Background: an optimization exercise with open tools, aiming at small area, a short achievable clock period and few clock cycles. Do not read the settings as production practice. The RTL was checked by simulation tests, not by an equivalence proof against the original design. Power figures rest on the tool's default switching activity, not on a simulated workload.

## flow/design.v (module list and top-level ports; edited modules follow where they fit)
// module mmrc_mix: 411 lines
// module mmx_mul3: 474 lines
// module mmx_r4: 77 lines
module mmrc_mix (
    input  wire        clk,
    input  wire        rst,           
    input  wire        cmd_valid,
    output wire        cmd_ready,
    input  wire [31:0] cmd_word,
    output wire        resp_valid,
    output wire [31:0] resp_word
);
  // ...
==> flow/flow/run.sh <==
#!/bin/bash
# The standard layout (standard synthesis, floorplan, placement, CTS, routing),
# run by the standard.sh. The floorplan step's timing repair (gate sizing,
# buffer removal, pin swaps on the synthesised netlist) is asked to leave a
# setup margin of 10.5 ns, and the repair after CTS and global routing a margin
# of 10.0 ns, so the netlist is sized for a shorter achieved period than the
# clock's. The clock period and the constraints are the design's. Each
# standard.sh call's output is in its own log; ORFS keeps each step's log
# under orfs/logs.
set -euo pipefail
bash standard.sh SETUP_SLACK_MARGIN=10.5 synth floorplan > standard_floorplan.log 2>&1
bash standard.sh SETUP_SLACK_MARGIN=10.0 finish > standard.log 2>&1
==> flow/standard.sh <==
#!/bin/bash
# synth_recipe.tcl (not shown) runs the flow's synth.tcl, then flattens the netlist and writes it again
# the make line also repeats each setting of config.mk as NAME=value (left out here)
make -C /OpenROAD-flow-scripts/flow DESIGN_CONFIG=/design/flow/config.mk WORK_HOME=/design/flow/orfs CLKGATE_MAP_FILE= SYNTH_SCRIPT=/design/flow/synth_recipe.tcl "${@:-finish}"
==> flow/config.mk <==
export PLATFORM = sky130hd
export DESIGN_NAME = mmrc_mix
export DESIGN_NICKNAME = mmrc_mix
export VERILOG_FILES = /design/flow/design.v
export SDC_FILE = /design/flow/constraint.sdc
export NUM_CORES = 4
export LEC_CHECK = 0
export ABC_AREA = 1
export CAP_MARGIN = 20
export CORE_MARGIN = 2
export CORE_UTILIZATION = 58
export PLACE_DENSITY = 0.7
export SLEW_MARGIN = 20
export TNS_END_PERCENT = 0
==> flow/constraint.sdc <==
create_clock -name core_clock -period 16.0 [get_ports {clk}]
set_input_delay 3.2000 -clock core_clock [delete_from_list [all_inputs] [get_ports {clk}]]
set_output_delay 3.2000 -clock core_clock [all_outputs]
set_load 0.01 [all_outputs]
==> results.txt, run 1 <==
Startpoint Class register; Cell Pwr Density 81.4 mW/mm2; Non-clock buffers, area share 3.18%; DP Cell Count 7466; period utilization 45.1%; Synth async-reset ratio 0%; clock latency (worst-skew pair) 680 ps; DRT Pass-1 Iters 8; Hold Path Depth 2; EDFF count, synth 170; post-cts hold buffer count 0; non-filler cells, final 7712; final-report hold violation count 0; FF-to-FF End v1[15]; Internal Power 3.28 mW; area of the multi-input gates 0.0304 mm2; ys flop type dfxtp_1; Die W 301 um; Worst setup startpoint aq[2]; Buffers on Ports 62; GPL Wtd Cong 1.05; most frequent cells in the layout inv_1, nand2_1, o21ai_0; Critical path buffers and inverters 8; CTS root buf clkbuf_16; multi-input gates 4385; area share of fa/ha/maj cells after synthesis 16.9%; Final min period 7210 ps; synth top area cells dfxtp_1, fa_1, edfxtp_1; Die ar. 0.0908 mm2; GRT busiest layer met2; status timing/DRC/antenna clean; nonclk inv count 1047; initial antenna violation count 13; Max-slew headroom 12.0%; post-route cell area 0.0572 mm2; Comb power frac 14.1%; slowest stage delay, CP 420 ps; DR vias/cell 6.27; vias in the first global route 44800; Initial Utilization 58.3%; Post-CTS Setup Bufs 54; Peak VDD IR 0.0860 mV; CP Cell Sequence nor2_1, inv_1, nor2_4, inv_2, nor2_4, clkinvlp_4, buf_4, nor2_4, inv_1, nand4_1, a2111oi_4, nand2_2, buf_4, inv_1, nand2_2, nand4_1, a21oi_2, o21ai_1, dlygate4sd2_1
Testbench counts, summed over its fixed seeds: cycles 18,407.
==> run 2: changes to the inputs <==
==> flow/flow/run.sh (replaced) <==
#!/bin/bash
# The standard layout (standard synthesis, floorplan, placement, CTS, routing),
# run by the standard.sh. The floorplan step's timing repair (gate sizing,
# buffer removal, pin swaps on the synthesised netlist) is asked to leave a
# setup margin of 11.5 ns, and the repair after CTS and global routing a margin
# of 9.0 ns, so the netlist is sized for a shorter achieved period than the
# clock's. The clock period and the constraints are the design's. Each
# standard.sh call's output is in its own log; ORFS keeps each step's log
# under orfs/logs.
set -euo pipefail
bash standard.sh SETUP_SLACK_MARGIN=11.5 synth floorplan > standard_floorplan.log 2>&1
bash standard.sh SETUP_SLACK_MARGIN=9.0 finish > standard.log 2>&1
--- a/flow/config.mk
+++ b/flow/config.mk
@@ -11,4 +11,3 @@
 export CORE_UTILIZATION = 58
 export PLACE_DENSITY = 0.7
 export SLEW_MARGIN = 20
-export TNS_END_PERCENT = 0
==> results.txt, run 2 <==
CP most frequent cell inv_2; Crit Path Class reg -> out; Hold Path Depth 2 (unchanged); Final Max Tran Viols 0; share of layout cells above drive strength 1 15.3%; Cell Pwr Density 79.2 mW/mm2 (-2.7%); top cells by count, synth inv_1, nand2_1, dfxtp_1, o21ai_0, a21oi_1; post-synth top area cell dfxtp_1; post-route cell area 0.0590 mm2 (+3.3%); slowest stage delay, CP 560 ps (+140 ps); RR Startpoint ma_a[2]; multiplexer share of the synthesized area 0.373%; Min-Delay Endpoint out_c[15]; GRT Util Overall 42.8%; Synth async-reset ratio 0% (unchanged); initial DRC count 6675; CTS Buf Count 79; Peak VDD IR 0.103 mV (+19%); Max clock buf depth 3; period utilization 45.0% (-0.13 points); CTS clock-pin slew for the worst setup and hold paths 60 ps; post-cts hold buffer count 0 (unchanged); FF-to-FF End g1[14]; Design Power 4.68 mW; placed cell area 0.0548 mm2; synthesized cell area 0.0513 mm2; share of the synthesized area in the top cell type 22.5%; non-filler cells, final 7689 (-0.30%); I/O pins 69; r2r setup slk 9060 ps; CP required 12800 ps; DRT Pass-1 Iters 7 (-1); Worst-Margin Slew 1370 ps; Max Cap Viol 0; worst-path cell with the longest stage delay clkdlybuf4s50_1; worst hold start out_c[15]; Lkg Pwr 24.5 nW; wire per inst 25.6 um; most common cell after layout, fill and taps aside inv_1; main combinational cell family by area after synthesis compound AO/OA/AOI/OAI gates; Setup TNS Final 0 ps; Syn-to-layout area delta 15.2%; Synth Instances 6460; vias in the first global route 45100 (+0.57%); setup repair after global routing missed its margin yes; Simple-Gate Fraction of Synth Area 14.5%; clock latency (worst-skew pair) 670 ps (about the same); Worst EP arrival 3990 ps; DRC 0; ys flop type dfxtp_1; synth top area cells dfxtp_1, fa_1, edfxtp_1; most frequent cells in the layout inv_1, nand2_1, dfxtp_1; vias 48000; routed wire length 197 mm; top-count cell post-synth inv_1; Max-slew headroom 8.20% (-3.8 points); GPL Wtd Cong 1.09 (+3.5%); CTS tree yes; Die ar. 0.0908 mm2 (unchanged); setup violators final 0; Die Y 301 um; EDFF count, synth 170 (unchanged); Compound-Gate Fraction of Synth Area 18.6%; Max Fclk 0.139 GHz; final layout net count 7011; Final min period 7190 ps (-21.2 ps); Crit Path Max Fanout 6; CP Cell Sequence inv_2, nor2_1, inv_2, nor2_1, inv_2, buf_12, nor2_4, clkinvlp_4, buf_4, o22ai_1, a221oi_2, nand2_1, o31ai_4, o221ai_1, clkdlybuf4s50_1; status timing/DRC/antenna clean; Die W 301 um (unchanged); GR Overflow Total 0; CTS root buf clkbuf_16; Hold WC Path Type reg -> reg; DR vias/cell 6.24 (-0.52%); synth unique cells 67; DP Cell Count 7443 (-0.31%); first-pass GRT wire length 289 mm; CTS sink cnt 747; post-DP HPWL 148 mm; worst r2r path cells 19; Buffers on Ports 62 (unchanged); H-tree depth 3; cell row count 109; area share of fa/ha/maj cells after synthesis 16.9% (unchanged); core area 0.0880 mm2; Setup Skew 34.2 ps; Synth Area in XOR/XNOR 7.19%; remaining antenna violation count 0; final-report hold violation count 0 (unchanged); Startpoint Class register; Mapped Avg Cell Area 7.93 um2; largest net degree at the start of global routing 122; Initial Utilization 58.3% (unchanged); Seq/Total Area, Yosys 32.5%; YS warnings 1; CP Capture Type output pin; initial antenna violation count 7 (-6); #FFs+latches synth 747
[run 2: layout make-up]
cell class | count | area, um2
multi-input combinational | 4384 | 32400
fill | 7434 | 28900
sequential | 747 | 16700
inverter | 1046 | 4120
clock buffer | 105 | 2280
timing repair buffer | 188 | 1590
tap | 1165 | 1460
clock inverter | 43 | 410
antenna | 11 | 27.5
[run 2: where the power goes]
part           total, mW  internal (mW)  switching [mW]
sequential          2.07           2.02          0.0529
clock               1.91           1.08           0.825
combinational      0.700          0.221           0.479
[run 2: stage by stage]
| stage | hold slack, ps | util [%] | setup WS, ps |
|---|---|---|---|
| after global placement | 430 | 62.2 | 8090 |
| after global routing | 463 | 67.1 | 8820 |
| after floorplan | 420 | - | 10030 |
| after detailed placement | 438 | 62.2 | 7940 |
| final | 450 | 67.1 | 8810 |
| after CTS | 449 | 66.3 | 8870 |
[run 2: critical path: cells and delay by family, from the launching register on]
kind	cells	cell delay (ps)
flops	1	490
compound gates	4	1170
simple gates	4	340
buf+inv	7	1330
[run 2: what timing repair did]
action	CTS	global route
cloned	2	0
setup endpoints to repair	60	109
pin swaps	34	35
buffers inserted	44	41
gates resized for setup	166	101
[run 2: routing by layer]
layer | part of all wire (%) | global-route usage (%) | up-vias
met1 | 38 | 55.4 | 22700
met4 | 7.0 | 25.8 | 4
met2 | 43 | 64.0 | 3115
met5 | 0.016 | 0 | -
met3 | 12 | 11.3 | 678
li1 | - | - | 21500
[run 2: worst max-delay path by stage]
stage	cells after the start	end	start
floorplan	14	resp_word[21]	nx2[0]
global placement	13	resp_word[7]	aq[3]
detailed placement	13	resp_word[7]	aq[3]
CTS	13	resp_word[10]	dx1[2]
global route	16	resp_word[10]	aq[6]
finish	15	resp_word[7]	aq[6]
[run 2: cells by family (layout without fill, tap and decap cells)]
group,count (synthesis),in the layout
mux,19,19
compound gates,1663,1664
simple gates,1743,1744
xor+xnor,421,421
other cells,1,17
flops,747,747
fa+ha+maj,530,530
buf+inv,1336,1382

-- re-timing with driven ports --
In the flow no input, the clock included, has a driving cell. The finished layouts below were timed again as built, in two steps. Step 1 sets driving cells, clkbuf_16 on the clock port and buf_2 on the other inputs (assumed; they add their load-dependent delay and slew). Step 2 moves the port delays by t, midway between the first and last clock arrival at a register: inputs arrive t later, outputs are due t later. That takes back most of the time a late clock gives input paths. Three values: ideal, step 1, step 2; two values: the first two.
run	t (ns)	setup slack, ns	worst register clock-pin slew, ns
run 1	0.736	8.785 / 8.707 / 8.202	0.07 / 0.07
run 2	0.725	8.806 / 8.734 / 8.349	0.07 / 0.07
After both steps setup and hold are still met in every run listed. For run 1, which loses most, drivers alone change the setup slack by -0.078 ns; drivers and shift together by -0.583 ns.
